What follows belongs to an exercise in optimizing a design on an open flow for small area and a short achievable clock period; a production flow would make more cautious choices. At most, simulation tests tie the RTL to the original design; equivalence was not proved. The RTL of runs 6 to 9 was laid out without a check of its function. Power is estimated from default activity; no workload was simulated.

`design.v`:
```
module kojisan_scale (
    input  wire        clk,
    input  wire        rst,
    input  wire        in_valid,
    input  wire        in_sel,
    input  wire [15:0] in_raw,
    output reg         out_valid,
    output reg         out_sel,
    output reg  [31:0] out_q
);
    reg [15:0] r1; reg s1, v1;
    reg [20:0] p2; reg s2, v2;
    reg [23:0] n3; reg s3, v3;
    wire [20:0] p25 = {1'b0, r1, 4'b0000} + {2'b00, r1, 3'b000} + {5'b00000, r1};
    wire [23:0] n = s2 ? {1'b0, p2, 2'b00} : ({p2, 3'b000} - {3'b000, p2});
    wire [56:0] w = {1'b0, n3, 8'd0, n3} + {17'd0, n3, 16'd0}
                  + (s3 ? 57'h000000001000000 : 57'h1d3000001000000);
    always @(posedge clk) begin
        if (rst) begin v1 <= 1'b0; v2 <= 1'b0; v3 <= 1'b0; out_valid <= 1'b0; end
        else begin v1 <= in_valid; v2 <= v1; v3 <= v2; out_valid <= v3; end
        r1 <= in_raw; s1 <= in_sel;
        p2 <= p25;    s2 <= s1;
        n3 <= n;      s3 <= s2;
        out_q <= w[56:25]; out_sel <= s3;
    end
endmodule
```
`flow/run.sh`:
```
#!/bin/bash
set -euo pipefail
export BUFFER_PORTS_ARGS="-buffer_cell sky130_fd_sc_hd__buf_1"
bash standard.sh finish > standard_flow.log 2>&1
```
`standard.sh`:
```
#!/bin/bash
# synth_recipe.tcl (not shown) runs the flow's synth.tcl, then flattens the netlist and writes it again
# the make line also repeats each setting of config.mk as NAME=value (left out here)
make -C /OpenROAD-flow-scripts/flow DESIGN_CONFIG=/design/flow/config.mk WORK_HOME=/design/flow/orfs CLKGATE_MAP_FILE= SYNTH_SCRIPT=/design/flow/synth_recipe.tcl "${@:-finish}"
```
`config.mk`:
```
export PLATFORM = sky130hd
export DESIGN_NAME = kojisan_scale
export DESIGN_NICKNAME = kojisan_scale
export VERILOG_FILES = /design/flow/design.v
export SDC_FILE = /design/flow/constraint.sdc
export NUM_CORES = 4
export LEC_CHECK = 0
export CAP_MARGIN = 20
export CORE_MARGIN = 2
export CORE_UTILIZATION = 40
export CTS_BUF_LIST = sky130_fd_sc_hd__clkbuf_8
export CTS_CLUSTER_DIAMETER = 100
export CTS_CLUSTER_SIZE = 40
export SLEW_MARGIN = 20
```
`constraint.sdc`:
```
create_clock -name core_clock -period 10.0 [get_ports {clk}]
set_input_delay 2.0000 -clock core_clock [delete_from_list [all_inputs] [get_ports {clk}]]
set_output_delay 2.0000 -clock core_clock [all_outputs]
set_load 0.01 [all_outputs]
```
==> impl_metrics.toml, run 1 <==
[outcome]
run_status = "complete, no violations"

[synthesis]
yosysMostFrequentCell = "dfxtp_1"
yosys-top-cells-count = "dfxtp_1, nand2_1, ha_1"
async_reset_ff_frac = 0
netlist_area_sq_um = 5400
synth_edf_count = 0
ys_ff_latch = 101
netlist_instances = 585
yosysWarnings = 1
avgSynthCellArea_sq_um = 9.231
synth_nets = 671
ys.flop_type = "dfxtp_1"
ys_seq_area_frac = 0.3744
synth_top_cells_by_area = "dfxtp_1, ha_1, xnor2_1, fa_1, a21oi_1"
synth_top_area_frac = 0.3744
yosysUniqueCellTypes = 58
synth.largest_area_cell = "dfxtp_1"

[sta]
tightest_slew_ns = 0.4477
hold_viol_final = 0
finClkSkew_ns = 0.01229
rsz0062_at_grt = "no"
post-route-min-period_ns = 2.982
relSlewSlack = 0.6973
fmax_mhz = 335.3
fin_crit_sh = 0.2982
setup_viol = 0
maxSlewViolCount = 0
fin_setup_tns_ns = 0

[setup_path]
worstReg2RegStart = "r1[4]"
critPathKind = "register to register"
worstSetupEndpoint = "p2[14]"
critPathLaunchType = "register"
reg2reg_slack_ns = 7.02
critPathLaunch = "r1[4]"
worstPathRequired_ns = 10.27
crit_arrival_ns = 3.25
ff2ff_path_depth = 10
critPathCaptureType = "register"
r2r_end = "p2[14]"
worstPathMaxFanout = 3

[final_layout]
fill_cells = 1308
antennaDiodeCount = 0
drive_gt1_frac = 0.04829
synthToLayoutAreaGrowth_pct = 10.73
layout.nets = 723
fin_cells = 818
fin_area_sq_um = 5979

[detailed_routing]
ant_nets = 0
vias = 4045
routed_wl_um = 10260
routed_via_density = 4.945
wl_per_cell_um = 12.54
firstDrtPassIters = 4
drtIter0Drc = 213
route.detailed.drc = 0

[grt]
grt_pass1_vias = 3971
antenna_found_initial = 0
grt.overflow.total = 0
track_usage = 0.1534
grt_pass1_wl_um = 17840
grt_max_degree = 50

[run]
drv_cap = 0

[floorplanning]
die_h_um = 120.2
die_x_um = 120.2
ioPinCount = 54
fp-row-count = 42
die-area_sq_um = 14450
start_util = 0.4094
core-area_sq_um = 13190

[cts]
cts_tree = "built"
holdBufCountCts = 0
cts.sinks = 101
path_clk_slew_ns = 0.09
cts_resized = 0
cts_buffers = 9
clock_path_buffers = 2
cts_setup_buffers = 0
clock_latency_ns = 0.38
clockRootBuffer = "clkbuf_8"
htree_num_levels = 3

[worst_hold_path]
worstHoldPathType = "register to register"
hold_depth = 0

[power_and_ir_drop]
p_leak_nw = 2.549
vdd_drop_max_mv = 0.1234
power_density_nw_per_um2 = 325.2

[placement]
dp_hpwl_um = 8266
placedCellCount = 802
placed_cell_area_sq_um = 5776
place_congestion = 0.9170
port_buffers = 53
report_power, final:
group	switching, mW	internal (mW)
sequential	0.112	0.552
clock	0.140	0.119
combinational	0.585	0.436
cell type report:
cell class	instances	area (sq um)	share of cell area
clock buffers	9	123.9	0.02072
clock inverters	7	80.08	0.01339
repair buffers	54	206.4	0.03453
inverters	36	135.1	0.02260
multi-input cells	435	3192	0.5338
flip-flops and latches	101	2022	0.3381
well taps	176	220.2	0.03683
metrics by stage:
stage	util	power (mW)	setup slack, ns	hold slack (ns)
global route	0.4533	2.125	6.815	0.3412
floorplan	-	1.454	7.229	0.3096
CTS	0.4533	1.956	6.998	0.3388
detailed placement	0.4379	1.688	7.027	0.3164
finish	0.4533	1.945	7.018	0.3340
global placement	0.4379	1.670	7.081	0.3125
logic make-up after synthesis:
family,count (synthesis),share of synthesized area
adder cells (fa/ha/maj),66,0.1710
flip-flops,101,0.3744
multiplexers,1,0.001854
XOR/XNOR,56,0.09082
AND/OR/NAND/NOR,157,0.1443
AO/OA/AOI/OAI,155,0.1830
buffers and inverters,49,0.03452
cells in the final DEF, fill, tap and decap left out, drive strengths merged, types with 3 or more instances in the layout:
cell type / instances
dfxtp: 101
nand2: 61
buf: 54
ha: 53
a21oi: 50
o21ai: 46
inv: 40
nor2: 32
xnor2: 31
xor2: 25
nor2b: 13
fa: 13
nand3: 10
a21o: 9
clkbuf: 9
o21a: 7
nand2b: 7
nor3: 7
a31oi: 6
o21bai: 5
nand4: 5
o31ai: 4
or3: 4
and3: 3
a41oi: 3
o22ai: 3
o211ai: 3
or2: 3
nor4b: 3
how the worst min path moves through the flow:
stage          start  to  slack (ns)
2_1_floorplan     s1  s2        0.31
3_3_place_gp      s1  s2        0.31
3_5_place_dp      s1  s2        0.32
4_1_cts           s1  s2        0.34
5_1_grt           s1  s2        0.34
6_report          s1  s2        0.33
flip-flops by register name, indices dropped and copies added (netlist names), 16 cells and up:
signal,cells
p2,21
out_q,32
n3,24
r1,16
critical path, cell delays in order, from the launching register on:
cell and delay (ns):
dfxtp_1 0.45, fa_1 0.43, ha_1 0.24, fa_1 0.41, a21o_1 0.19, a21o_1 0.19, a21oi_1 0.20, o21ai_1 0.14
a21oi_1 0.27, nor3_1 0.07, a311o_1 0.28
layer usage:
| layer | track usage | vias to the layer above | wire length [um] |
|---|---|---|---|
| li1 | - | 2138 | - |
| met1 | 0.1882 | 1796 | 4711 |
| met2 | 0.2504 | 95 | 4704 |
| met3 | 0.03915 | 16 | 516 |
| met4 | 0.07574 | 0 | 327 |
| met5 | 0 | - | 0 |
==> run 2: changes to the inputs <==
==> flow/run.sh (replaced) <==
#!/bin/bash
set -euo pipefail
export BUFFER_PORTS_ARGS="-buffer_cell sky130_fd_sc_hd__buf_1"
export SETUP_SLACK_MARGIN=7.1
bash standard.sh finish > standard_flow.log 2>&1
==> run 2 against run 1 <==
Register-to-register slack better by 0.24 ns. Sequential share of layout area down 0.32 points. Hold slack about the same. Area after synthesis unchanged. Final area up 1.1%. Die area unchanged. Clock power about the same. Still clean on timing, DRC and antenna. Maximum frequency up 4.8%. Largest power group unchanged. Wire length up 0.59%.
==> impl_metrics.toml, run 2 <==
[outcome]
run_status = "complete, no violations"

[setup_path]
slowest_stage = "dfxtp_1"
r2r_end = "p2[18]"
worstPathRequired_ns = 8.00
worstPathCellList = "buf_1"
crit_family = "flip-flops"
reg2reg_slack_ns = 7.26
worstReg2RegStart = "r1[4]"
critPathKind = "register to output port"
path_buf_inv = 1
critPathLaunchType = "register"
worstPathMaxFanout = 1
crit_arrival_ns = 0.85
ff2ff_path_depth = 10
max_stage_delay_ns = 0.32
critPathCaptureType = "output port"

[sta]
fin_setup_tns_ns = 0
fmax_mhz = 351.4
maxSlewViolCount = 0
fin_crit_sh = 0.2846
relSlewSlack = 0.7240
hold_viol_final = 0
post-route-min-period_ns = 2.846
tightest_slew_ns = 0.4109
rsz0062_at_grt = "no"
setup_viol = 0
finClkSkew_ns = 0.01226
hold_ws_ns = 0.3340

[placement]
place_congestion = 0.9170
port_buffers = 53
dp_hpwl_um = 8266
placedCellCount = 802

[floorplanning]
die-area_sq_um = 14450
ioPinCount = 54
start_util = 0.4094
core-area_sq_um = 13190
die_h_um = 120.2
fp-row-count = 42
die_x_um = 120.2

[synthesis]
synth_top_family_by_area = "compound AO/OA/AOI/OAI gates"
synth_nets = 671
synthMuxAreaShare = 0.001854
synth.largest_area_cell = "dfxtp_1"
yosysUniqueCellTypes = 58
synth_xor_xnor_area_share = 0.09082
ys.flop_type = "dfxtp_1"
ys_ff_latch = 101
yosysMostFrequentCell = "dfxtp_1"
async_reset_ff_frac = 0
avgSynthCellArea_sq_um = 9.231
synth_simple_gate_area_frac = 0.1443
synth_edf_count = 0
synth_compound_area_frac = 0.1830
synth_top_area_frac = 0.3744
synthAdderAreaFrac = 0.1710
ys_seq_area_frac = 0.3744
yosysWarnings = 1
netlist_area_sq_um = 5400
synth_top_cells_by_area = "dfxtp_1, ha_1, xnor2_1, fa_1, a21oi_1"
netlist_instances = 585
yosys-top-cells-count = "dfxtp_1, nand2_1, ha_1"

[grt]
grt_pass1_vias = 3971
antenna_found_initial = 0
grt_pass1_wl_um = 17840
grtUsageMet3 = 0.03915
track_usage = 0.1534
grt.overflow.total = 0
globalRouteMet2Util = 0.2504
globalRouteMet1Util = 0.1882
gr-max-usage-layer = "met2"
grt_max_degree = 50

[final_layout]
final_cell_mix = "dfxtp_1, nand2_1, ha_1"
largest_reg_flops = 32
fill_cells = 1292
top_register = "out_q"
largestRegisters = "out_q x32, n3 x24, p2 x21"
antennaDiodeCount = 0
drive_gt1_frac = 0.09020
finalCoreUtilization = 0.4585
layout.nets = 724
fin_cells = 819
final_common_cell = "dfxtp_1"
synthToLayoutAreaGrowth_pct = 11.98

[power_and_ir_drop]
p_leak_nw = 2.612
p_total_mw = 1.963
vdd_drop_max_mv = 0.1238
power_density_nw_per_um2 = 324.6

[detailed_routing]
route.detailed.drc = 0
ant_nets = 0
vias = 4075
wl_per_cell_um = 12.60
drtIter0Drc = 230
routed_wl_um = 10320
firstDrtPassIters = 4
routed_via_density = 4.976

[worst_hold_path]
worstHoldPathType = "register to register"
min_from = "s1"
hold_depth = 0
min_to = "s2"

[cts]
clockRootBuffer = "clkbuf_8"
cts_buffers = 9
cts.sinks = 101
clock_path_buffers = 2
path_clk_slew_ns = 0.09
clock_latency_ns = 0.38
cts_tree = "built"
holdBufCountCts = 0
htree_num_levels = 3

[run]
drv_cap = 0
## run 2: cell counts after synthesis
Identical to the previous run, type by type.
## run 2: how the worst max path moves through the flow
stage | from | endpoint | slack (ns) | depth (start not counted)
after global placement | r1[4] | p2[14] | 7.08 | 10
after CTS | r1[1] | p2[14] | 7.05 | 10
after floorplan | r1[4] | p2[14] | 7.23 | 10
after detailed placement | r1[4] | p2[14] | 7.03 | 10
after global routing | out_q[17] | out_q[17] | 7.10 | 1
final | out_q[8] | out_q[8] | 7.15 | 1
## run 2: final cells by class
type | count | area (sq um) | area share
Multi-Input combinational cell | 435 | 3228 | 0.5338
Tap cell | 176 | 220.2 | 0.03642
Sequential cell | 101 | 2026 | 0.3350
Clock inverter | 7 | 80.08 | 0.01324
Inverter | 36 | 135.1 | 0.02235
Timing Repair Buffer | 55 | 234.0 | 0.03869
Clock buffer | 9 | 123.9 | 0.02048
## run 2: stage by stage
| stage | setup WS (ns) | area [sq um] |
|---|---|---|
| after floorplan | 7.229 | 5400 |
| after global placement | 7.081 | 5776 |
| after detailed placement | 7.027 | 5776 |
| after CTS | 7.045 | 5984 |
| after global routing | 7.102 | 6047 |
| final | 7.154 | 6047 |
## run 2: cell families (layout without fill, tap and decap cells)
kind of cell / after synthesis / count (layout)
flip-flops: 101 / 101
XOR/XNOR: 56 / 56
buffers and inverters: 49 / 107
AO/OA/AOI/OAI: 155 / 155
multiplexers: 1 / 1
adder cells (fa/ha/maj): 66 / 66
AND/OR/NAND/NOR: 157 / 157
## run 2: power breakdown
part,internal (mW),switching (mW),total (mW)
Sequential,0.553,0.112,0.665
Combinational,0.449,0.588,1.04
Clock,0.119,0.141,0.260
Total,1.12,0.841,1.96
## run 2: routing by layer
metal	routed length, um	up-vias	share of wire
met4	301	0	0.029
met1	4772	1815	0.46
li1	-	2143	-
met3	528	14	0.051
met2	4716	103	0.46
met5	0	-	0
## run 2: repair_timing
action                                 in CTS  in global routing
pin swaps                                   0                  3
endpoints found under the hold margin       0                  0
gates resized for setup                     2                 25
setup buffers                               0                  1
setup endpoints to repair                   3                 22
==> run 3: changes to the inputs <==
==> flow/run.sh (replaced) <==
#!/bin/bash
set -euo pipefail
export BUFFER_PORTS_ARGS="-buffer_cell sky130_fd_sc_hd__buf_1"
export SETUP_SLACK_MARGIN=7.2
bash standard.sh finish > standard_flow.log 2>&1
==> run 3 against run 2 <==
Maximum frequency grew 0.95%. First-iteration DRC count grew 3.5%. Still clean. Clock skew is essentially flat. Count of clock-buffer cells in the layout did not move. Combinational power hardly changed. Cell count is 0.24% higher. Wire length hardly changed. Power rose by 1.2%. Largest power group unchanged. Final area rose by 1.3%. Register-to-register slack gained 0.04 ns.
==> impl_metrics.toml, run 3 <==
[sta]
rsz0062_at_grt = "yes"
finClkSkew_ns = 0.01266
worst_slack_ns = 7.181
post-route-min-period_ns = 2.819
tightest_slew_ns = 0.4110
fin_setup_tns_ns = 0
setup_viol = 0
hold_viol_final = 0
fin_crit_sh = 0.2819
maxSlewViolCount = 0
fmax_mhz = 354.7
relSlewSlack = 0.7239

[placement]
place_congestion = 0.9170
dp_hpwl_um = 8266
port_buffers = 53
dpl_worst_slack_ns = 7.027

[synthesis]
ys.flop_type = "dfxtp_1"
yosysMostFrequentCell = "dfxtp_1"
ys_ff_latch = 101
yosysWarnings = 1
synth.largest_area_cell = "dfxtp_1"
netlist_instances = 585
synth_nets = 671
ys_seq_area_frac = 0.3744
async_reset_ff_frac = 0
yosys-top-cells-count = "dfxtp_1, nand2_1, ha_1"
synth_top_area_frac = 0.3744
netlist_area_sq_um = 5400
synth_edf_count = 0
yosysUniqueCellTypes = 58
avgSynthCellArea_sq_um = 9.231
synth_top_cells_by_area = "dfxtp_1, ha_1, xnor2_1, fa_1, a21oi_1"

[cts]
clock_latency_ns = 0.38
htree_num_levels = 3
cts_tree = "built"
path_clk_slew_ns = 0.09
clockRootBuffer = "clkbuf_8"
clock_path_buffers = 2
cts.sinks = 101
cts_buffers = 9
holdBufCountCts = 0

[setup_path]
slowest_stage = "dfxtp_1"
max_stage_delay_ns = 0.32
path_buf_inv = 1
crit_family = "flip-flops"
critPathLaunchType = "register"
worstReg2RegStart = "r1[4]"
ff2ff_path_depth = 10
r2r_end = "p2[18]"
path_depth = 1
critPathCaptureType = "output port"
worstPathMaxFanout = 1
reg2reg_slack_ns = 7.30
worstPathRequired_ns = 8.00
worstPathCellList = "buf_2"
crit_arrival_ns = 0.82
critPathKind = "register to output port"

[final_layout]
layout.nets = 726
fill_cells = 1289
final_cell_mix = "dfxtp_1, nand2_1, ha_1"
largest_reg_flops = 32
drive_gt1_frac = 0.1364
final_common_cell = "dfxtp_1"
synthToLayoutAreaGrowth_pct = 13.39
largestRegisters = "out_q x32, n3 x24, p2 x21"
antennaDiodeCount = 0
top_register = "out_q"

[detailed_routing]
drtIter0Drc = 238
wl_per_cell_um = 12.58
ant_nets = 0
route.detailed.drc = 0
vias = 4073
routed_via_density = 4.961
firstDrtPassIters = 4
routed_wl_um = 10330

[grt]
grt_pass1_wl_um = 17880
grt_max_degree = 50
antenna_found_initial = 0
track_usage = 0.1537
grt.overflow.total = 0
grt_pass1_vias = 3978

[floorplanning]
ioPinCount = 54
core-area_sq_um = 13190
die_x_um = 120.2
die-area_sq_um = 14450
fp-row-count = 42
die_h_um = 120.2
start_util = 0.4094

[power_and_ir_drop]
internal_power_mw = 1.145
pwr-share-clk = 0.131
p_comb_frac = 0.533
power_density_nw_per_um2 = 324.4
vdd_drop_max_mv = 0.1225
pwr-share-seq = 0.336
p_leak_nw = 2.675
p_total_mw = 1.986
p_sw_frac = 0.4235
power.switching_uw = 841.3

[worst_hold_path]
min_to = "s2"
min_from = "s1"
hold_depth = 0
worstHoldPathType = "register to register"

[run]
drv_cap = 0

[outcome]
run_status = "complete, no violations"
## run 3: logic make-up after synthesis
kind of cell | synth area share
flops | 0.3744
compound gates | 0.1830
fa+ha+maj | 0.1710
mux | 0.001854
simple gates | 0.1443
xor+xnor | 0.09082
buf+inv | 0.03452
## run 3: how the worst max path moves through the flow
stage / start / to / slack, ns
finish: out_q[7] / out_q[7] / 7.18
global route: out_q[16] / out_q[16] / 7.12
CTS: out_q[10] / out_q[10] / 7.14
detailed placement: r1[4] / p2[14] / 7.03
global placement: r1[4] / p2[14] / 7.08
floorplan: r1[4] / p2[14] / 7.23
## run 3: power by group through the flow
stage | logic (mW) | clock network (mW) | registers (mW)
CTS | 1.04 | 0.273 | 0.664
global placement | 0.998 | 0 | 0.672
floorplan | 0.794 | 0 | 0.661
finish | 1.06 | 0.260 | 0.667
detailed placement | 1.01 | 0 | 0.674
global route | 1.20 | 0.288 | 0.683
## run 3: through the flow
| stage | cell area, sq um | hold WS, ns | instances | util |
|---|---|---|---|---|
| final | 6123 | 0.3340 | 821 | 0.4642 |
| after global routing | 6123 | 0.3412 | 821 | 0.4642 |
| after CTS | 6056 | 0.3388 | 818 | 0.4591 |
| after detailed placement | 5776 | 0.3164 | 802 | 0.4379 |
| after global placement | 5776 | 0.3125 | 802 | 0.4379 |
| after floorplan | 5400 | 0.3096 | 585 | - |
## run 3: routing by layer
metal,vias to the layer above,part of all wire,global-route usage
met2,100,0.46,0.2504
met4,0,0.032,0.07574
met5,-,0,0
met3,16,0.053,0.03915
met1,1813,0.46,0.1890
li1,2144,-,-
## run 3: area by class of cell
class                      instances  area [sq um]  area share
sequential                       101          2039      0.3331
inverter                          36         135.1     0.02207
multi-input combinational        435          3222      0.5262
clock buffer                       9         123.9     0.02023
clock inverter                     7         80.08     0.01308
timing repair buffer              57         302.8     0.04945
tap                              176         220.2     0.03596
## run 3: what timing repair did
| action | in CTS | in global routing |
|---|---|---|
| gates resized for setup | 44 | 16 |
| pin swaps | 0 | 11 |
| endpoints found under the setup margin | 39 | 40 |
| setup buffers | 0 | 3 |
==> run 4: changes to the inputs <==
==> run.sh (new file) <==
#!/bin/bash
# synth_recipe.tcl (not shown) runs the flow's synth.tcl, then flattens the netlist and writes it again
# the make line also repeats each setting of config.mk as NAME=value (left out here)
make -C /OpenROAD-flow-scripts/flow DESIGN_CONFIG=/design/flow/config.mk WORK_HOME=/design/flow/orfs CLKGATE_MAP_FILE= SYNTH_SCRIPT=/design/flow/synth_recipe.tcl finish
removed: flow/run.sh
removed: standard.sh
==> run 4 against run 3 <==
Final area is 3.2% higher. Sequential share of layout area is 1.3 points lower. Sequential cell count stayed put. Register-to-register slack worse by 0.36 ns. Critical endpoint is now out_valid. Largest cell class unchanged. Largest power group unchanged.
==> impl_metrics.toml, run 4 <==
[floorplanning]
fp-row-count = 42
die_h_um = 120.2
core-area_sq_um = 13190
die_x_um = 120.2
start_util = 0.4094
die-area_sq_um = 14450
ioPinCount = 54

[sta]
rsz0062_at_grt = "no"
setup_viol = 0
fin_setup_tns_ns = 0
finClkSkew_ns = 0.01065
tightest_slew_ns = 0.4507
post-route-min-period_ns = 3.230
relSlewSlack = 0.6953
fmax_mhz = 309.6
fin_crit_sh = 0.3230
maxSlewViolCount = 0
hold_viol_final = 0

[synthesis]
ys_ff_latch = 101
ys.flop_type = "dfxtp_1"
yosysWarnings = 1
yosysMostFrequentCell = "dfxtp_1"
yosys-top-cells-count = "dfxtp_1, nand2_1, ha_1"
netlist_instances = 585
synth_top_cells_by_area = "dfxtp_1, ha_1, xnor2_1, fa_1, a21oi_1"
async_reset_ff_frac = 0
synth_edf_count = 0
synth_nets = 671
synth.largest_area_cell = "dfxtp_1"
yosysUniqueCellTypes = 58
avgSynthCellArea_sq_um = 9.231
synth_top_area_frac = 0.3744
ys_seq_area_frac = 0.3744
netlist_area_sq_um = 5400

[setup_path]
crit_arrival_ns = 1.23
reg2reg_slack_ns = 6.94
worstPathRequired_ns = 8.00
path_buf_inv = 1
max_stage_delay_ns = 0.53
worstPathMaxFanout = 1
critPathLaunchType = "register"
critPathCaptureType = "output port"
crit_family = "buffers and inverters"
worstPathCellList = "clkdlybuf4s50_1"
critPathKind = "register to output port"
slowest_stage = "clkdlybuf4s50_1"

[detailed_routing]
vias = 4128
drtIter0Drc = 294
ant_nets = 0
firstDrtPassIters = 7
routed_via_density = 5.046
routed_wl_um = 10630
wl_per_cell_um = 13.00
route.detailed.drc = 0

[placement]
dp_hpwl_um = 8551
port_buffers = 53
placed_cell_area_sq_um = 6107
place_congestion = 0.9497

[final_layout]
largest_reg_flops = 32
layout.nets = 723
synthToLayoutAreaGrowth_pct = 17.05
multi_input_area_sq_um = 3192
finalCoreUtilization = 0.4792
fin_area_sq_um = 6321
fill_cells = 1280
final_cell_mix = "dfxtp_1, nand2_1, ha_1, clkdlybuf4s50_1, a21oi_1"
drive_gt1_frac = 0.04829
seqCellArea_sq_um = 2022
antennaDiodeCount = 0
final_common_cell = "dfxtp_1"
largestRegisters = "out_q x32, n3 x24, p2 x21"
top_register = "out_q"

[cts]
clockRootBuffer = "clkbuf_8"
htree_num_levels = 3
cts_setup_buffers = 0
cts_resized = 0
cts.sinks = 101
clock_path_buffers = 2
holdBufCountCts = 0
cts_buffers = 9
path_clk_slew_ns = 0.10
clock_latency_ns = 0.38
cts_tree = "built"

[grt]
grt_max_degree = 50
track_usage = 0.1555
grt_pass1_wl_um = 18060
antenna_found_initial = 0
grt.overflow.total = 0
grt_pass1_vias = 3991

[run]
drv_cap = 0

[worst_hold_path]
worstHoldPathType = "register to register"

[outcome]
run_status = "complete, no violations"

[power_and_ir_drop]
vdd_drop_max_mv = 0.1444
p_leak_nw = 2.699
power_density_nw_per_um2 = 324.4
-- run 4: cell types whose count changed in the layout (fill, tap and decap cells not counted), sizes merged --
cell and change:
buf -56, clkbuf +1, clkdlybuf4s50 +53, clkinv +1, clkinvlp -1, inv -1
-- run 4: report_power, final --
group	internal, mW	switching (mW)	leakage, nW
Clock	0.127	0.141	0.109
Sequential	0.552	0.112	0.851
Combinational	0.524	0.595	1.74
Total	1.20	0.847	2.70
-- run 4: final timing paths --
path,start,end,cells past startpoint
worst max-delay path,out_valid,out_valid,1
worst min-delay path,s1,s2,0
worst max register to register,r1[4],p2[14],10
worst min register to register,s1,s2,0
-- run 4: logic make-up after synthesis --
family | share of synthesized area
simple gates | 0.1443
compound gates | 0.1830
flops | 0.3744
fa+ha+maj | 0.1710
xor+xnor | 0.09082
buf+inv | 0.03452
mux | 0.001854
-- run 4: stage by stage --
stage	hold slack (ns)	cells	setup slack, ns	total power [mW]
after floorplan	0.3096	585	7.229	1.454
after global placement	0.3107	802	7.078	1.767
after detailed placement	0.3207	802	6.986	1.789
after CTS	0.3457	818	6.732	2.065
after global routing	0.3480	818	6.701	2.230
final	0.3399	818	6.770	2.050
-- run 4: metal layers --
layer  track usage  up-vias  share of wire
met2        0.2617      105           0.46
met1        0.1846     1859           0.46
met5             0        -              0
met4       0.08015        0          0.035
met3       0.03632       21          0.044
li1              -     2143              -
-- run 4: final cells by class --
cell class | instances | share of cell area
inverters | 36 | 0.02138
clock inverters | 6 | 0.01207
flip-flops and latches | 101 | 0.3199
well taps | 176 | 0.03484
clock buffers | 10 | 0.02177
multi-input cells | 435 | 0.5049
repair buffers | 54 | 0.08511
==> run 5: changes to the inputs <==
--- a/config.mk
+++ b/config.mk
@@ -9,6 +9,3 @@
 export CORE_MARGIN = 2
 export CORE_UTILIZATION = 40
-export CTS_BUF_LIST = sky130_fd_sc_hd__clkbuf_8
-export CTS_CLUSTER_DIAMETER = 100
-export CTS_CLUSTER_SIZE = 40
 export SLEW_MARGIN = 20
==> run 5 against run 4 <==
Count of clock-buffer cells in the layout unchanged. Wire length increased by 0.75%. Synthesized cell count unchanged. Largest power group unchanged.
==> impl_metrics.toml, run 5 <==
[synthesis]
yosysUniqueCellTypes = 58
yosysMostFrequentCell = "dfxtp_1"
synth_top_cells_by_area = "dfxtp_1, ha_1, xnor2_1, fa_1, a21oi_1"
async_reset_ff_frac = 0
netlist_area_sq_um = 5400
synth_edf_count = 0
yosys-top-cells-count = "dfxtp_1, nand2_1, ha_1"
netlist_instances = 585
avgSynthCellArea_sq_um = 9.231
synth_nets = 671
ys_ff_latch = 101
yosysWarnings = 1
ys_seq_area_frac = 0.3744
synth_top_area_frac = 0.3744
ys.flop_type = "dfxtp_1"
synth.largest_area_cell = "dfxtp_1"

[placement]
place_congestion = 0.9497
dp_hpwl_um = 8551
placed_cell_area_sq_um = 6107
port_buffers = 53

[worst_hold_path]
hold_depth = 0
worstHoldPathType = "register to register"
min_from = "s1"
min_to = "s2"

[sta]
rsz0062_at_grt = "no"
setup_viol = 0
maxSlewViolCount = 0
hold_viol_final = 0
tightest_slew_ns = 0.4565
finClkSkew_ns = 0.008598
fmax_mhz = 312.9
post-route-min-period_ns = 3.196
fin_crit_sh = 0.3196
relSlewSlack = 0.6914
fin_setup_tns_ns = 0

[setup_path]
worstPathCellList = "clkdlybuf4s50_1"
worstPathMaxFanout = 1
crit_arrival_ns = 1.20
slowest_stage = "clkdlybuf4s50_1"
critPathCaptureType = "output port"
ff2ff_path_depth = 10
max_stage_delay_ns = 0.53
critPathKind = "register to output port"
critPathLaunch = "out_valid"
critPathLaunchType = "register"
r2r_end = "p2[14]"
worstPathRequired_ns = 8.00
crit_family = "buffers and inverters"
worstReg2RegStart = "r1[4]"
path_buf_inv = 1
reg2reg_slack_ns = 6.95

[final_layout]
layout.nets = 723
multi_input_area_sq_um = 3192
final_cell_mix = "dfxtp_1, nand2_1, ha_1, clkdlybuf4s50_1, a21oi_1"
largestRegisters = "out_q x32, n3 x24, p2 x21"
synthToLayoutAreaGrowth_pct = 18.93
final_common_cell = "dfxtp_1"
antennaDiodeCount = 0
fill_cells = 1269
seqCellArea_sq_um = 2022
top_register = "out_q"
drive_gt1_frac = 0.04829
largest_reg_flops = 32
fin_area_sq_um = 6422

[floorplanning]
fp-row-count = 42
core-area_sq_um = 13190
start_util = 0.4094
ioPinCount = 54
die_h_um = 120.2
die-area_sq_um = 14450
die_x_um = 120.2

[cts]
path_clk_slew_ns = 0.07
holdBufCountCts = 0
clock_latency_ns = 0.35
cts_tree = "built"
htree_num_levels = 3
clockRootBuffer = "clkbuf_16"
cts.sinks = 101
cts_setup_buffers = 0
cts_buffers = 9
cts_resized = 0
clock_path_buffers = 2

[grt]
grt_max_degree = 50
grt.overflow.total = 0
grt_pass1_wl_um = 18170
grt_pass1_vias = 3987
antenna_found_initial = 0
track_usage = 0.1585

[detailed_routing]
route.detailed.drc = 0
routed_wl_um = 10710
ant_nets = 0
drtIter0Drc = 295
firstDrtPassIters = 7
routed_via_density = 5.066
vias = 4144
wl_per_cell_um = 13.10

[power_and_ir_drop]
p_leak_nw = 2.745
vdd_drop_max_mv = 0.1204
power_density_nw_per_um2 = 333.5
p_total_mw = 2.142

[outcome]
run_status = "complete, no violations"

[run]
drv_cap = 0
run 5: cell count changes in the layout (fill, tap and decap cells not counted):
cell / delta
clkbuf_16: +9
clkbuf_8: -9
run 5: worst max-delay path by stage:
stage,to,slack (ns),depth (start not counted)
CTS,out_q[8],6.77,1
detailed placement,p2[14],6.99,10
finish,out_valid,6.80,1
global placement,p2[14],7.08,10
global route,out_q[16],6.74,1
floorplan,p2[14],7.23,10
run 5: kinds of logic (layout without fill, tap and decap cells):
logic type,Yosys count,after routing,share of synthesized area
simple gates,157,157,0.1443
compound gates,155,155,0.1830
flops,101,101,0.3744
fa+ha+maj,66,66,0.1710
xor+xnor,56,56,0.09082
buf+inv,49,106,0.03452
mux,1,1,0.001854
run 5: report_power, final:
part,total (mW),switching [mW],internal (mW)
clock network,0.356,0.152,0.205
logic,1.12,0.596,0.524
registers,0.665,0.112,0.553
run 5: metrics by stage:
step / util / hold slack, ns / std cells / worst slack (ns)
2_1_floorplan: - / 0.3096 / 585 / 7.229
3_3_place_gp: 0.4630 / 0.3107 / 802 / 7.078
3_5_place_dp: 0.4630 / 0.3207 / 802 / 6.986
4_1_cts: 0.4869 / 0.3376 / 818 / 6.774
5_1_grt: 0.4869 / 0.3394 / 818 / 6.745
6_report: 0.4869 / 0.3327 / 818 / 6.804
run 5: metal layers:
metal	GRT usage	part of all wire	vias up
met5	0	0	-
met4	0.09559	0.043	0
met3	0.03915	0.045	28
met2	0.2624	0.46	109
met1	0.1849	0.45	1862
li1	-	-	2145
run 5: layout make-up:
type	instances	share of cell area
repair buffers	54	0.08377
flip-flops and latches	101	0.3148
clock buffers	10	0.03721
well taps	176	0.03429
inverters	36	0.02104
multi-input cells	435	0.4970
clock inverters	6	0.01188
==> run 6: changes to the inputs <==
--- a/design.v
+++ b/design.v
@@ -14,6 +14,8 @@
     wire [20:0] p25 = {1'b0, r1, 4'b0000} + {2'b00, r1, 3'b000} + {5'b00000, r1};
     wire [23:0] n = s2 ? {1'b0, p2, 2'b00} : ({p2, 3'b000} - {3'b000, p2});
-    wire [56:0] w = {1'b0, n3, 8'd0, n3} + {17'd0, n3, 16'd0}
-                  + (s3 ? 57'h000000001000000 : 57'h1d3000001000000);
+    wire [9:0]  cs  = {2'b00, n3[23:16]} + {1'b0, n3[8:0]};
+    wire        c25 = |cs[9:8];
+    wire [31:0] q0  = {1'b0, n3, 7'd0} + {17'd0, n3[23:9]} + {31'd0, c25};
+    wire [31:0] q   = {q0[31:23] + (s3 ? 9'd0 : 9'h1D3), q0[22:0]};
     always @(posedge clk) begin
         if (rst) begin v1 <= 1'b0; v2 <= 1'b0; v3 <= 1'b0; out_valid <= 1'b0; end
@@ -22,5 +24,5 @@
         p2 <= p25;    s2 <= s1;
         n3 <= n;      s3 <= s2;
-        out_q <= w[56:25]; out_sel <= s3;
+        out_q <= q;   out_sel <= s3;
     end
 endmodule
==> run 6 against run 5 <==
Count of clock-buffer cells in the layout is 1 higher. Combinational power is 4% lower. Sequential share of layout area hardly changed. Still clean on timing, DRC and antenna.
==> impl_metrics.toml, run 6 <==
[outcome]
run_status = "complete, no violations"

[final_layout]
synthToLayoutAreaGrowth_pct = 19.13
largestRegisters = "out_q x32, n3 x24, p2 x21"
fin_area_sq_um = 6420
final_cell_mix = "dfxtp_1, ha_1, clkdlybuf4s50_1"
top_register = "out_q"
largest_reg_flops = 32
finalCoreUtilization = 0.4867
final_common_cell = "dfxtp_1"
layout.nets = 716
drive_gt1_frac = 0.04272
antennaDiodeCount = 0

[floorplanning]
die_h_um = 120.1
start_util = 0.4086
fp-row-count = 42
core-area_sq_um = 13190
ioPinCount = 54
die_x_um = 120.1
die-area_sq_um = 14420

[synthesis]
ys.flop_type = "dfxtp_1"
synth_nets = 660
yosysMostFrequentCell = "dfxtp_1"
yosysWarnings = 1
async_reset_ff_frac = 0
ys_ff_latch = 101
synth_top_area_frac = 0.3752
synth_edf_count = 0
netlist_instances = 571
synth.largest_area_cell = "dfxtp_1"
netlist_area_sq_um = 5389
avgSynthCellArea_sq_um = 9.438
synth_top_cells_by_area = "dfxtp_1, ha_1, xnor2_1, fa_1, xor2_1"
yosysUniqueCellTypes = 56
ys_seq_area_frac = 0.3752
yosys-top-cells-count = "dfxtp_1, ha_1, nand2_1"

[cts]
cts_setup_buffers = 0
clockRootBuffer = "clkbuf_16"
clock_latency_ns = 0.35
holdBufCountCts = 0
cts_buffers = 9
clock_path_buffers = 2
cts.sinks = 101
path_clk_slew_ns = 0.07
cts_resized = 0
cts_tree = "built"
htree_num_levels = 3

[placement]
place_congestion = 0.8471
placed_cell_area_sq_um = 6103
dp_hpwl_um = 8825
port_buffers = 53

[power_and_ir_drop]
p_leak_nw = 2.770
vdd_drop_max_mv = 0.1126
power_density_nw_per_um2 = 330.0

[detailed_routing]
top_layer = "met4"
ant_nets = 0
routed-wl-met2_um = 5242
wl_per_cell_um = 13.41
met3_length_um = 340
routed_wl_um = 10830
route.detailed.drc = 0
firstDrtPassIters = 5
drtIter0Drc = 226
vias = 3961
routed_via_density = 4.902
met1_length_um = 4927

[worst_hold_path]
worstHoldPathType = "register to register"

[grt]
grt.overflow.total = 0
track_usage = 0.1594
antenna_found_initial = 0
grt_pass1_wl_um = 18260
grt_max_degree = 47
grt_pass1_vias = 3950

[sta]
fmax_mhz = 206.4
fin_setup_tns_ns = 0
setup_viol = 0
tightest_slew_ns = 0.6421
fin_crit_sh = 0.4845
post-route-min-period_ns = 4.845
hold_viol_final = 0
maxSlewViolCount = 0
rsz0062_at_grt = "no"
finClkSkew_ns = 0.006847
relSlewSlack = 0.5663

[run]
drv_cap = 0

[setup_path]
worstPathMaxFanout = 5
critPathLaunchType = "register"
crit_arrival_ns = 5.08
critPathKind = "register to register"
worstPathRequired_ns = 10.24
critPathCaptureType = "register"
## run 6: cell families after synthesis
family,share of synthesized area
flip-flops,0.3752
XOR/XNOR,0.1121
multiplexers,0.003715
AO/OA/AOI/OAI,0.1542
AND/OR/NAND/NOR,0.1356
buffers and inverters,0.03947
adder cells (fa/ha/maj),0.1797
## run 6: final cells by class
class,instances,area (sq um)
sequential,101,2022
tap,176,220.2
clock buffer,11,232.7
inverter,45,168.9
multi-input combinational,416,3154
timing repair buffer,54,538.0
clock inverter,5,83.83
fill,1234,6770
## run 6: worst paths after layout
check        startpoint        end  depth (start not counted)  slack (ns)
max              n3[20]  out_q[31]                         19        5.15
min                  s1         s2                          0        0.34
max reg2reg      n3[20]  out_q[31]                         19        5.15
min reg2reg          s1         s2                          0        0.34
## run 6: critical path: stages (launching register included)
cell and delay [ns]:
dfxtp_1 0.41, ha_1 0.32, a21oi_1 0.20, a21boi_0 0.18
or3_1 0.35, a31oi_1 0.22, nand2b_1 0.09, ha_1 0.20
nand3_1 0.17, nor4_1 0.09, or4_1 0.51, or2_1 0.30
nor2b_1 0.18, xnor2_1 0.15, ha_1 0.18, inv_1 0.05
fa_1 0.41, o41a_1 0.47, a22oi_2 0.19, xnor2_1 0.09
## run 6: through the flow
| step | total power [mW] | hold WS [ns] | cells | worst slack [ns] |
|---|---|---|---|---|
| finish | 2.118 | 0.3439 | 808 | 5.155 |
| global route | 2.293 | 0.3525 | 808 | 4.867 |
| CTS | 2.139 | 0.3454 | 808 | 5.172 |
| detailed placement | 1.762 | 0.3193 | 792 | 5.185 |
| global placement | 1.760 | 0.3153 | 792 | 5.289 |
| floorplan | 1.422 | 0.3096 | 571 | 5.614 |
## run 6: power breakdown
part           switching (mW)  internal, mW  total [mW]
Clock                   0.150         0.220       0.370
Combinational           0.560         0.514        1.07
Sequential              0.120         0.554       0.674
## run 6: routing by layer
metal | up-vias | global-route usage
li1 | 2089 | -
met3 | 20 | 0.02567
met2 | 89 | 0.2773
met1 | 1763 | 0.1892
met5 | - | 0
met4 | 0 | 0.08015
==> run 7: changes to the inputs <==
--- a/config.mk
+++ b/config.mk
@@ -6,4 +6,5 @@
 export NUM_CORES = 4
 export LEC_CHECK = 0
+export ABC_AREA = 1
 export CAP_MARGIN = 20
 export CORE_MARGIN = 2
==> run 7 against run 6 <==
Clock skew up 0.00088 ns. Sequential share of layout area fell by 2.8 points. Sequential cell count stayed put. Via count increased by 26%. Wire length rose by 24%. Combinational power grew 15%. Critical path type unchanged.
==> impl_metrics.toml, run 7 <==
[synthesis]
netlist_instances = 779
netlist_area_sq_um = 5991
synth_simple_gate_area_frac = 0.2446
synthMuxAreaShare = 0.001671
yosysUniqueCellTypes = 41
synth_top_area_frac = 0.3375
synthAdderAreaFrac = 0.1617
synth_xor_xnor_area_share = 0.06997
ys_seq_area_frac = 0.3375
synth_top_family_by_area = "simple AND/OR/NAND/NOR gates"
yosysWarnings = 1
synth.largest_area_cell = "dfxtp_1"
synth_nets = 868
yosysMostFrequentCell = "nand2_1"
synth_compound_area_frac = 0.1099
avgSynthCellArea_sq_um = 7.690
ys.flop_type = "dfxtp_1"
synth_edf_count = 0
yosys-top-cells-count = "nand2_1, inv_1, dfxtp_1"
ys_ff_latch = 101
synth_top_cells_by_area = "dfxtp_1, ha_1, nand2_1, inv_1, fa_1"
async_reset_ff_frac = 0

[cts]
clockRootBuffer = "clkbuf_16"
cts_tree = "built"
clock_path_buffers = 2
clock_latency_ns = 0.35
htree_num_levels = 3
path_clk_slew_ns = 0.07
holdBufCountCts = 0
cts.sinks = 101
cts_resized = 0
cts_setup_buffers = 0
cts_buffers = 9

[setup_path]
crit_arrival_ns = 4.16
worstPathMaxFanout = 5
worstPathRequired_ns = 10.25
critPathLaunchType = "register"
critPathKind = "register to register"
critPathCaptureType = "register"
ff2ff_path_depth = 23

[detailed_routing]
vias = 4974
wl_per_cell_um = 13.12
ant_nets = 0
routed_wl_um = 13490
firstDrtPassIters = 4
routed_via_density = 4.839
drtIter0Drc = 258
route.detailed.drc = 0

[grt]
grt_pass1_vias = 4811
grt_pass1_wl_um = 22470
track_usage = 0.1769
antenna_found_initial = 0
grt.overflow.total = 0
grt_max_degree = 22

[worst_hold_path]
worstHoldPathType = "register to register"
hold_depth = 0

[placement]
dp_hpwl_um = 11350
port_buffers = 53
place_congestion = 0.9218
dpl_worst_slack_ns = 6.111
placed_cell_area_sq_um = 6739

[floorplanning]
die_h_um = 126.4
core-area_sq_um = 14590
ioPinCount = 54
fp-row-count = 44
start_util = 0.4106
die-area_sq_um = 15970
die_x_um = 126.4

[sta]
worst_slack_ns = 6.090
maxSlewViolCount = 0
tightest_slew_ns = 0.6039
fmax_mhz = 255.7
relSlewSlack = 0.5931
hold_viol_final = 0
fin_setup_tns_ns = 0
fin_crit_sh = 0.3910
post-route-min-period_ns = 3.910
rsz0062_at_grt = "no"
finClkSkew_ns = 0.007725
setup_viol = 0

[power_and_ir_drop]
power_density_nw_per_um2 = 317.5
vdd_drop_max_mv = 0.1340
p_leak_nw = 3.395

[outcome]
run_status = "complete, no violations"

[final_layout]
top_register = "out_q"
fill_cells = 1459
multi_input_area_sq_um = 3521
synthToLayoutAreaGrowth_pct = 17.50
largest_reg_flops = 32
drive_gt1_frac = 0.06517
fin_area_sq_um = 7039
final_common_cell = "nand2_1"
final_cell_mix = "nand2_1, inv_1, dfxtp_1"
largestRegisters = "out_q x32, n3 x24, p2 x21"
antennaDiodeCount = 0
layout.nets = 928
seqCellArea_sq_um = 2022

[run]
drv_cap = 0
[run 7: metrics by stage]
stage	instances	hold slack (ns)	power (mW)	utilization
3_5_place_dp	1012	0.3146	1.895	0.4619
6_report	1028	0.3288	2.235	0.4825
2_1_floorplan	779	0.3096	1.496	-
4_1_cts	1028	0.3308	2.252	0.4825
3_3_place_gp	1012	0.3165	1.894	0.4619
5_1_grt	1028	0.3579	2.443	0.4825
[run 7: where the power goes]
group	internal (mW)	leakage [nW]	total (mW)	switching, mW
Combinational	0.507	2.40	1.23	0.724
Sequential	0.552	0.851	0.654	0.102
Clock	0.197	0.145	0.349	0.153
[run 7: cell families after synthesis]
| family | count (synthesis) |
|---|---|
| adder cells (fa/ha/maj) | 69 |
| flip-flops | 101 |
| multiplexers | 1 |
| AND/OR/NAND/NOR | 323 |
| XOR/XNOR | 47 |
| buffers and inverters | 119 |
| AO/OA/AOI/OAI | 119 |
[run 7: final timing paths]
kind	endpoint	startpoint	slack, ns
max	out_q[31]	n3[17]	6.09
min	s2	s1	0.33
max reg2reg	out_q[31]	n3[17]	6.09
min reg2reg	s2	s1	0.33
[run 7: critical path, stage by stage, from the launching register on]
cell and delay [ns]:
dfxtp_1 0.41, ha_1 0.30, a21oi_1 0.36, o21ai_0 0.14
a21oi_1 0.23, nand2_1 0.09, ha_1 0.20, inv_1 0.09
nor2_4 0.05, nand2_2 0.11, nor2_1 0.05, nand2_1 0.09
o21ai_2 0.11, and2_1 0.19, nand2_1 0.07, xnor2_1 0.12
ha_1 0.19, inv_1 0.05, fa_1 0.39, nand3b_2 0.24
nor2_4 0.12, nand2_1 0.08, nand3_1 0.08, nand2_1 0.05
[run 7: layout make-up]
| class | instances | area share |
|---|---|---|
| clock buffer | 10 | 0.03253 |
| multi-input combinational | 559 | 0.5002 |
| clock inverter | 6 | 0.01013 |
| inverter | 114 | 0.06079 |
| sequential | 101 | 0.2872 |
| timing repair buffer | 54 | 0.07643 |
| tap | 184 | 0.03271 |
[run 7: per-layer routing]
layer,vias up,track usage,share of wire
li1,2641,-,-
met1,2201,0.1953,0.42
met2,105,0.3253,0.50
met3,27,0.04302,0.040
met4,0,0.06917,0.033
met5,-,0,0
==> run 8: changes to the inputs <==
--- a/design.v
+++ b/design.v
@@ -14,8 +14,9 @@
     wire [20:0] p25 = {1'b0, r1, 4'b0000} + {2'b00, r1, 3'b000} + {5'b00000, r1};
     wire [23:0] n = s2 ? {1'b0, p2, 2'b00} : ({p2, 3'b000} - {3'b000, p2});
-    wire [9:0]  cs  = {2'b00, n3[23:16]} + {1'b0, n3[8:0]};
-    wire        c25 = |cs[9:8];
-    wire [31:0] q0  = {1'b0, n3, 7'd0} + {17'd0, n3[23:9]} + {31'd0, c25};
-    wire [31:0] q   = {q0[31:23] + (s3 ? 9'd0 : 9'h1D3), q0[22:0]};
+    wire [8:0]  a   = {1'b0, n3[23:16]} + {1'b0, n3[7:0]};
+    wire [8:0]  b   = {1'b0, n3[15:8]} + 9'd1 + {8'd0, a[8]};
+    wire [8:0]  d   = a + {8'd0, b[8]};
+    wire [8:0]  nh  = {1'b0, n3[23:16]} + (s3 ? 9'd0 : 9'h1D3);
+    wire [16:0] hi  = {nh, n3[15:8]} + {16'd0, d[8]};
     always @(posedge clk) begin
         if (rst) begin v1 <= 1'b0; v2 <= 1'b0; v3 <= 1'b0; out_valid <= 1'b0; end
@@ -24,5 +25,5 @@
         p2 <= p25;    s2 <= s1;
         n3 <= n;      s3 <= s2;
-        out_q <= q;   out_sel <= s3;
+        out_q <= {hi, d[7:0], b[7:1]}; out_sel <= s3;
     end
 endmodule
--- a/config.mk
+++ b/config.mk
@@ -6,5 +6,4 @@
 export NUM_CORES = 4
 export LEC_CHECK = 0
-export ABC_AREA = 1
 export CAP_MARGIN = 20
 export CORE_MARGIN = 2
==> run 8 against run 7 <==
Still clean on timing, DRC and antenna. Sequential share of layout area is 2.6 points higher. Maximum frequency fell by 21%. Clock skew shrank 0.0011 ns. Area after synthesis decreased by 8.3%. Sequential cell count did not move. Clock power shrank 8.3%. Global-route usage is 2.1 points lower. Power decreased by 5.7%. Die area is 8.1% lower.
==> impl_metrics.toml, run 8 <==
[outcome]
run_status = "complete, no violations"

[setup_path]
worstPathRequired_ns = 10.24
r2r_end = "out_q[27]"
crit_arrival_ns = 5.18
critPathKind = "register to register"
ff2ff_path_depth = 27
critPathLaunchType = "register"
critPathCaptureType = "register"
worstReg2RegStart = "n3[16]"
reg2reg_slack_ns = 5.06
worstPathMaxFanout = 6

[grt]
grt.overflow.total = 0
grt_pass1_vias = 3927
track_usage = 0.1554
antenna_found_initial = 0
grt_pass1_wl_um = 17950
grt_max_degree = 48

[sta]
fin_crit_sh = 0.4936
hold_viol_final = 0
maxSlewViolCount = 0
fin_setup_tns_ns = 0
relSlewSlack = 0.6043
fmax_mhz = 202.6
tightest_slew_ns = 0.5854
rsz0062_at_grt = "no"
post-route-min-period_ns = 4.936
setup_viol = 0
finClkSkew_ns = 0.006586

[synthesis]
ys.flop_type = "dfxtp_1"
synth.largest_area_cell = "dfxtp_1"
synth_edf_count = 0
synth_top_cells_by_area = "dfxtp_1, ha_1, xnor2_1, fa_1, inv_1"
avgSynthCellArea_sq_um = 9.292
ys_ff_latch = 101
netlist_area_sq_um = 5492
synth_nets = 684
async_reset_ff_frac = 0
yosysWarnings = 1
netlist_instances = 591
ys_seq_area_frac = 0.3682
synth_top_area_frac = 0.3682
yosys-top-cells-count = "dfxtp_1, ha_1, inv_1"
yosysUniqueCellTypes = 54
yosysMostFrequentCell = "dfxtp_1"

[cts]
clockRootBuffer = "clkbuf_16"
clock_latency_ns = 0.35
cts.sinks = 101
htree_num_levels = 3
path_clk_slew_ns = 0.07
clock_path_buffers = 2
cts_resized = 0
cts_tree = "built"
cts_setup_buffers = 0
holdBufCountCts = 0
cts_buffers = 9

[placement]
dp_hpwl_um = 8529
placedCellCount = 806
port_buffers = 53
place_congestion = 0.8472

[worst_hold_path]
min_to = "s2"
min_from = "s1"
hold_depth = 0
worstHoldPathType = "register to register"

[final_layout]
fin_cells = 822
layout.nets = 734
largestRegisters = "out_q x32, n3 x24, p2 x21"
final_cell_mix = "dfxtp_1, ha_1, clkdlybuf4s50_1"
synthToLayoutAreaGrowth_pct = 17.73
fill_cells = 1271
drive_gt1_frac = 0.04180
largest_reg_flops = 32
antennaDiodeCount = 0
final_common_cell = "dfxtp_1"
top_register = "out_q"

[run]
drv_cap = 0

[power_and_ir_drop]
vdd_drop_max_mv = 0.1446
p_leak_nw = 2.822
power_density_nw_per_um2 = 326.1

[detailed_routing]
vias = 4056
routed_via_density = 4.934
ant_nets = 0
routed_wl_um = 10550
route.detailed.drc = 0
drtIter0Drc = 246
wl_per_cell_um = 12.83
firstDrtPassIters = 4

[floorplanning]
die-area_sq_um = 14680
start_util = 0.4114
die_h_um = 121.2
die_x_um = 121.2
fp-row-count = 42
core-area_sq_um = 13350
ioPinCount = 54
-- run 8: changes by cell type after synthesis, sizes merged, moves of 18 or more --
cell / change
inv: -62
a21oi: -18
nand2: -130
nand3: -27
nor2: -29
xnor2: +31
-- run 8: layout make-up --
| cell class | instances | area [sq um] | area share |
|---|---|---|---|
| Sequential cell | 101 | 2022 | 0.3128 |
| Clock inverter | 6 | 46.29 | 0.007161 |
| Inverter | 52 | 195.2 | 0.03019 |
| Timing Repair Buffer | 54 | 538.0 | 0.08322 |
| Multi-Input combinational cell | 423 | 3214 | 0.4972 |
| Clock buffer | 10 | 229.0 | 0.03542 |
| Tap cell | 176 | 220.2 | 0.03406 |
-- run 8: per-stage QoR --
| stage | area [sq um] | total power [mW] | utilization | setup WS (ns) | hold slack, ns |
|---|---|---|---|---|---|
| 2_1_floorplan | 5492 | 1.463 | - | 5.749 | 0.3096 |
| 3_3_place_gp | 6190 | 1.778 | 0.4637 | 5.383 | 0.3692 |
| 3_5_place_dp | 6190 | 1.796 | 0.4637 | 5.104 | 0.3543 |
| 4_1_cts | 6465 | 2.124 | 0.4843 | 5.077 | 0.3724 |
| 5_1_grt | 6465 | 2.289 | 0.4843 | 4.528 | 0.3844 |
| 6_report | 6465 | 2.108 | 0.4843 | 5.064 | 0.3697 |
-- run 8: worst max-delay path: stages, from the launching register on --
cell      delay [ns]
dfxtp_1         0.35
ha_1            0.18
inv_1           0.06
fa_1            0.40
nor2b_1         0.12
o21ai_0         0.10
a21boi_0        0.24
o21ai_0         0.13
a21boi_0        0.24
o21ai_0         0.22
nand2_1         0.13
ha_1            0.20
nand2_1         0.10
nor2_1          0.14
ha_1            0.19
ha_1            0.21
nand2_1         0.06
nor2_1          0.15
nand4_1         0.14
xnor2_1         0.16
ha_1            0.29
ha_1            0.23
nand3_1         0.17
o21ai_0         0.21
nand2_1         0.07
o21ai_0         0.09
a21oi_1         0.10
xnor2_1         0.14
-- run 8: report_power, final --
part	internal, mW	switching, mW
logic	0.537	0.585
clock network	0.170	0.150
registers	0.553	0.114
-- run 8: how the worst max path moves through the flow --
stage / from / end / slack, ns / depth (start not counted)
after global placement: n3[16] / out_q[27] / 5.38 / 27
final: n3[16] / out_q[27] / 5.06 / 27
after CTS: n3[16] / out_q[27] / 5.08 / 27
after global routing: n3[16] / out_q[27] / 4.53 / 27
after detailed placement: n3[16] / out_q[27] / 5.10 / 27
after floorplan: n3[16] / out_q[27] / 5.75 / 27
-- run 8: cell families (layout without fill, tap and decap cells) --
kind of cell | Yosys count | after routing | share of synthesized area
flops | 101 | 101 | 0.3682
xor+xnor | 67 | 67 | 0.1069
fa+ha+maj | 73 | 73 | 0.1868
simple gates | 143 | 143 | 0.1228
buf+inv | 67 | 122 | 0.04648
compound gates | 140 | 140 | 0.1688
-- run 8: metal layers --
layer / vias up / GRT usage / part of all wire
met5: - / 0 / 0
met2: 87 / 0.2718 / 0.48
met4: 0 / 0.04741 / 0.015
met3: 11 / 0.04793 / 0.046
met1: 1830 / 0.1820 / 0.46
li1: 2128 / - / -
==> run 9: changes to the inputs <==
==> flow/run.sh (new file) <==
#!/bin/bash
set -euo pipefail
export BUFFER_PORTS_ARGS="-buffer_cell sky130_fd_sc_hd__buf_1"
bash standard.sh finish > standard_flow.log 2>&1
==> standard.sh (new file) <==
#!/bin/bash
# synth_recipe.tcl (not shown) runs the flow's synth.tcl, then flattens the netlist and writes it again
# the make line also repeats each setting of config.mk as NAME=value (left out here)
make -C /OpenROAD-flow-scripts/flow DESIGN_CONFIG=/design/flow/config.mk WORK_HOME=/design/flow/orfs CLKGATE_MAP_FILE= SYNTH_SCRIPT=/design/flow/synth_recipe.tcl "${@:-finish}"
--- a/config.mk
+++ b/config.mk
@@ -9,3 +9,6 @@
 export CORE_MARGIN = 2
 export CORE_UTILIZATION = 40
+export CTS_BUF_LIST = sky130_fd_sc_hd__clkbuf_8
+export CTS_CLUSTER_DIAMETER = 100
+export CTS_CLUSTER_SIZE = 40
 export SLEW_MARGIN = 20
removed: run.sh
==> run 9 against run 8 <==
Die area is the same. Count of clock-buffer cells in the layout is the same. Combinational power shrank 7%. Critical path type unchanged. Largest cell class unchanged. Largest power group unchanged.
==> impl_metrics.toml, run 9 <==
[synthesis]
ys_ff_latch = 101
synth_edf_count = 0
yosysMostFrequentCell = "dfxtp_1"
synth_top_cells_by_area = "dfxtp_1, ha_1, xnor2_1, fa_1, inv_1"
synth.largest_area_cell = "dfxtp_1"
yosys-top-cells-count = "dfxtp_1, ha_1, inv_1"
ys.flop_type = "dfxtp_1"
yosysUniqueCellTypes = 54
netlist_area_sq_um = 5492
async_reset_ff_frac = 0
synth_nets = 684
ys_seq_area_frac = 0.3682
avgSynthCellArea_sq_um = 9.292
netlist_instances = 591
yosysWarnings = 1
synth_top_area_frac = 0.3682

[sta]
hold_viol_final = 0
finClkSkew_ns = 0.01229
maxSlewViolCount = 0
hold_ws_ns = 0.3480
setup_viol = 0
rsz0062_at_grt = "no"
tightest_slew_ns = 0.5570
fin_setup_tns_ns = 0
relSlewSlack = 0.6234
fin_crit_sh = 0.5037
post-route-min-period_ns = 5.037
worst_slack_ns = 4.963
fmax_mhz = 198.5

[setup_path]
r2r_end = "out_q[27]"
worstPathRequired_ns = 10.27
critPathLaunchType = "register"
max_stage_delay_ns = 0.57
crit_top_cell = "ha_1"
slowest_stage = "dfxtp_1"
critPathKind = "register to register"
ff2ff_path_depth = 25
worstPathMaxFanout = 12
crit_family = "compound AO/OA/AOI/OAI gates"
worstReg2RegStart = "n3[18]"
crit_arrival_ns = 5.31
reg2reg_slack_ns = 4.96
critPathCaptureType = "register"
path_depth = 25
path_buf_inv = 0

[final_layout]
fill_cells = 1332
layout.nets = 734
largestRegisters = "out_q x32, n3 x24, p2 x21"
final_cell_mix = "dfxtp_1, ha_1, buf_1"
largest_reg_flops = 32
antennaDiodeCount = 0
final_common_cell = "dfxtp_1"
top_register = "out_q"
synthToLayoutAreaGrowth_pct = 10.73
drive_gt1_frac = 0.04186

[placement]
dpl_worst_slack_ns = 5.050
place_congestion = 0.8858
port_buffers = 53
dp_hpwl_um = 8532

[detailed_routing]
route.detailed.drc = 0
routed_via_density = 5.000
routed_wl_um = 10550
wl_per_cell_um = 12.85
ant_nets = 0
vias = 4105
firstDrtPassIters = 4
drtIter0Drc = 294

[worst_hold_path]
min_from = "s1"
hold_depth = 0
worstHoldPathType = "register to register"
min_to = "s2"

[floorplanning]
die-area_sq_um = 14680
die_h_um = 121.2
ioPinCount = 54
core-area_sq_um = 13350
start_util = 0.4114
fp-row-count = 42
die_x_um = 121.2

[cts]
cts_tree = "built"
cts.sinks = 101
clock_path_buffers = 2
cts_setup_buffers = 0
clock_latency_ns = 0.38
path_clk_slew_ns = 0.09
cts_buffers = 9
cts_resized = 0
htree_num_levels = 3
clockRootBuffer = "clkbuf_8"
holdBufCountCts = 0

[grt]
grt_max_degree = 48
antenna_found_initial = 0
grt_pass1_vias = 3961
grt_pass1_wl_um = 17830
track_usage = 0.1531
grt.overflow.total = 0

[power_and_ir_drop]
power_density_nw_per_um2 = 325.8
vdd_drop_max_mv = 0.1039
p_total_mw = 1.981
p_leak_nw = 2.657

[run]
drv_cap = 0

[outcome]
run_status = "complete, no violations"
## run 9: cell counts after synthesis
No cell type changed its count.
## run 9: kinds of logic (layout without fill, tap and decap cells)
logic type,count (synthesis),in the layout,synth area share
simple gates,143,143,0.1228
compound gates,140,140,0.1688
flops,101,101,0.3682
fa+ha+maj,73,73,0.1868
xor+xnor,67,67,0.1069
buf+inv,67,121,0.04648
## run 9: metrics by stage
| stage | utilization | cells | area [sq um] |
|---|---|---|---|
| floorplan | - | 591 | 5492 |
| global placement | 0.4389 | 806 | 5858 |
| detailed placement | 0.4389 | 806 | 5858 |
| CTS | 0.4556 | 821 | 6081 |
| global route | 0.4556 | 821 | 6081 |
| finish | 0.4556 | 821 | 6081 |
## run 9: worst max-delay path by stage
stage | slack, ns | end | startpoint
3_5_place_dp | 5.05 | out_q[27] | n3[18]
2_1_floorplan | 5.75 | out_q[27] | n3[16]
6_report | 4.96 | out_q[27] | n3[18]
5_1_grt | 4.42 | out_q[27] | n3[16]
4_1_cts | 5.03 | out_q[27] | n3[18]
3_3_place_gp | 5.33 | out_q[27] | n3[18]
## run 9: power breakdown
| part | switching (mW) | leakage [nW] | total (mW) | internal, mW |
|---|---|---|---|---|
| clock network | 0.132 | 0.109 | 0.279 | 0.147 |
| registers | 0.113 | 0.851 | 0.664 | 0.552 |
| logic | 0.587 | 1.70 | 1.04 | 0.450 |
## run 9: routing by layer
metal,share of wire,wire length (um),track usage
met3,0.051,541,0.05028
met1,0.46,4826,0.1779
met5,0,0,0
met4,0.019,203,0.05029
met2,0.47,4978,0.2654
## run 9: final cells by class
type                            count  area, sq um  share of cell area
Multi-Input combinational cell    423         3214              0.5286
Sequential cell                   101         2022              0.3325
Tap cell                          176        220.2             0.03621
Timing Repair Buffer               54        206.4             0.03395
Inverter                           52        195.2             0.03210
Clock buffer                       10        137.6             0.02263
Clock inverter                      5        85.08             0.01399
## run 9: worst register-to-register path: stages, from the launching register on
cell,delay [ns]
dfxtp_1,0.57
ha_1,0.34
nor2b_1,0.14
o21ai_0,0.21
a21boi_0,0.15
o21ai_0,0.21
a21boi_0,0.14
o21ai_0,0.44
nand2_1,0.12
ha_1,0.25
nand2_1,0.10
nor2_1,0.05
ha_1,0.21
ha_1,0.23
nand2_1,0.07
nor2_1,0.05
nand4_1,0.10
xnor2_1,0.13
ha_1,0.30
ha_1,0.24
nand3_1,0.19
o21ai_0,0.26
nand2_1,0.08
o21ai_0,0.10
a21oi_1,0.10
xnor2_1,0.14
==> run 10: changes to the inputs <==
--- a/design.v
+++ b/design.v
@@ -14,9 +14,6 @@
     wire [20:0] p25 = {1'b0, r1, 4'b0000} + {2'b00, r1, 3'b000} + {5'b00000, r1};
     wire [23:0] n = s2 ? {1'b0, p2, 2'b00} : ({p2, 3'b000} - {3'b000, p2});
-    wire [8:0]  a   = {1'b0, n3[23:16]} + {1'b0, n3[7:0]};
-    wire [8:0]  b   = {1'b0, n3[15:8]} + 9'd1 + {8'd0, a[8]};
-    wire [8:0]  d   = a + {8'd0, b[8]};
-    wire [8:0]  nh  = {1'b0, n3[23:16]} + (s3 ? 9'd0 : 9'h1D3);
-    wire [16:0] hi  = {nh, n3[15:8]} + {16'd0, d[8]};
+    wire [56:0] w = {1'b0, n3, 8'd0, n3} + {17'd0, n3, 16'd0}
+                  + (s3 ? 57'h000000001000000 : 57'h1d3000001000000);
     always @(posedge clk) begin
         if (rst) begin v1 <= 1'b0; v2 <= 1'b0; v3 <= 1'b0; out_valid <= 1'b0; end
@@ -25,5 +22,5 @@
         p2 <= p25;    s2 <= s1;
         n3 <= n;      s3 <= s2;
-        out_q <= {hi, d[7:0], b[7:1]}; out_sel <= s3;
+        out_q <= w[56:25]; out_sel <= s3;
     end
 endmodule
==> flow/run.sh (replaced) <==
#!/bin/bash
set -euo pipefail
export BUFFER_PORTS_ARGS="-buffer_cell sky130_fd_sc_hd__buf_1"
export CTS_ARGS="-sink_clustering_enable -sink_clustering_size 150 -sink_clustering_max_diameter 1000 -buf_list sky130_fd_sc_hd__clkbuf_16 -root_buf sky130_fd_sc_hd__clkbuf_16 -repair_clock_nets"
bash standard.sh finish > standard_flow.log 2>&1
--- a/config.mk
+++ b/config.mk
@@ -9,6 +9,3 @@
 export CORE_MARGIN = 2
 export CORE_UTILIZATION = 40
-export CTS_BUF_LIST = sky130_fd_sc_hd__clkbuf_8
-export CTS_CLUSTER_DIAMETER = 100
-export CTS_CLUSTER_SIZE = 40
 export SLEW_MARGIN = 20
==> run 10 against run 9 <==
Maximum frequency increased by 68%. Synthesized cell count down 1.0%. Via count decreased by 1.4%. First-iteration DRC count is 8.2% lower. Combinational power is essentially flat. Sequential power is essentially flat. Count of clock-buffer cells in the layout decreased by 1. Clock power grew 25%. Area after synthesis shrank 1.7%. Hold slack worse by 0.020 ns. Sequential share of layout area is the same. Critical path type unchanged.
==> impl_metrics.toml, run 10 <==
[grt]
track_usage = 0.1538
grt_pass1_vias = 3983
grt.overflow.total = 0
grt_max_degree = 50
grt_pass1_wl_um = 17870

[cts]
clockRootBuffer = "clkbuf_16"
cts_tree = "built"
holdBufCountCts = 0
cts_buffers = 9
path_clk_slew_ns = 0.06
cts.sinks = 101
clock_path_buffers = 2
htree_num_levels = 3
cts_setup_buffers = 0
clock_latency_ns = 0.35

[sta]
setup_viol = 0
finClkSkew_ns = 0.008176
fin_crit_sh = 0.2992
rsz0062_at_grt = "no"
post-route-min-period_ns = 2.992
hold_viol_final = 0
relSlewSlack = 0.6973

[setup_path]
ff2ff_path_depth = 10
crit_arrival_ns = 3.22
critPathKind = "register to register"
reg2reg_slack_ns = 7.01
worstReg2RegStart = "r1[4]"
worstPathRequired_ns = 10.23
critPathLaunchType = "register"
critPathCaptureType = "register"
r2r_end = "p2[14]"

[floorplanning]
fp-row-count = 42
start_util = 0.4094
die-area_sq_um = 14450
die_h_um = 120.2
ioPinCount = 54
core-area_sq_um = 13190

[synthesis]
ys_ff_latch = 101
synth_edf_count = 0
avgSynthCellArea_sq_um = 9.231
synth_top_cells_by_area = "dfxtp_1, ha_1, xnor2_1, fa_1, a21oi_1"
synth.largest_area_cell = "dfxtp_1"
yosysWarnings = 1
ys_seq_area_frac = 0.3744
netlist_area_sq_um = 5400
yosysUniqueCellTypes = 58
yosysMostFrequentCell = "dfxtp_1"
synth_nets = 671
ys.flop_type = "dfxtp_1"

[power_and_ir_drop]
p_leak_nw = 2.595
vdd_drop_max_mv = 0.1557

[run]
drv_cap = 0

[placement]
place_congestion = 0.9170
dp_hpwl_um = 8266

[detailed_routing]
routed_via_density = 4.946
wl_per_cell_um = 12.58
route.detailed.drc = 0
ant_nets = 0
drtIter0Drc = 270
vias = 4046
firstDrtPassIters = 4

[final_layout]
largest_reg_flops = 32
layout.nets = 723
fill_cells = 1302
top_register = "out_q"
antennaDiodeCount = 0
largestRegisters = "out_q x32, n3 x24, p2 x21"

[worst_hold_path]
worstHoldPathType = "register to register"
min_from = "s1"
hold_depth = 0

[outcome]
run_status = "complete, no violations"
run 10: how the worst max path moves through the flow:
stage,from,end,slack (ns),cells past startpoint
after floorplan,r1[4],p2[14],7.23,10
after global placement,r1[4],p2[14],7.08,10
after detailed placement,r1[4],p2[14],7.03,10
after CTS,r1[4],p2[14],7.00,10
after global routing,r1[4],p2[14],6.82,10
final,r1[4],p2[14],7.01,10
run 10: cell type report:
type / instances / area [sq um] / area share
clock inverter: 7 / 80.08 / 0.01317
inverter: 36 / 135.1 / 0.02222
sequential: 101 / 2022 / 0.3325
timing repair buffer: 54 / 206.4 / 0.03395
clock buffer: 9 / 225.2 / 0.03704
multi-input combinational: 435 / 3192 / 0.5249
tap: 176 / 220.2 / 0.03621
run 10: cells by family after synthesis:
group	Yosys count	share of synthesized area
AND/OR/NAND/NOR	157	0.1443
AO/OA/AOI/OAI	155	0.1830
flip-flops	101	0.3744
adder cells (fa/ha/maj)	66	0.1710
XOR/XNOR	56	0.09082
buffers and inverters	49	0.03452
multiplexers	1	0.001854
run 10: metrics by stage:
stage          power, mW    util  setup slack (ns)  cell area, sq um  hold slack (ns)
4_1_cts            2.047  0.4610             6.999              6081           0.3321
6_report           2.035  0.4610             7.008              6081           0.3280
3_3_place_gp       1.670  0.4379             7.081              5776           0.3125
5_1_grt            2.215  0.4610             6.821              6081           0.3337
3_5_place_dp       1.688  0.4379             7.027              5776           0.3164
2_1_floorplan      1.454       -             7.229              5400           0.3096
run 10: worst max-delay path, cell delays in order, from the launching register on:
cell	delay, ns
dfxtp_1	0.44
fa_1	0.43
ha_1	0.24
fa_1	0.41
a21o_1	0.19
a21o_1	0.19
a21oi_1	0.20
o21ai_1	0.14
a21oi_1	0.28
nor3_1	0.07
a311o_1	0.28
run 10: layer usage:
layer,share of wire,track usage,up-vias
met4,0.031,0.07353,0
li1,-,-,2139
met1,0.46,0.1882,1786
met3,0.053,0.04198,17
met2,0.46,0.2507,104
met5,0,0,-
run 10: report_power, final:
part	internal (mW)	switching, mW
combinational	0.436	0.584
clock	0.198	0.151
sequential	0.553	0.112

Setup slack of run 10, layout unchanged: 7.008 ns with ideal ports, 7.008 ns with driving cells assumed (clock clkbuf_16, inputs buf_2), 7.008 ns with port delays also shifted by the 0.385 ns mid clock arrival.
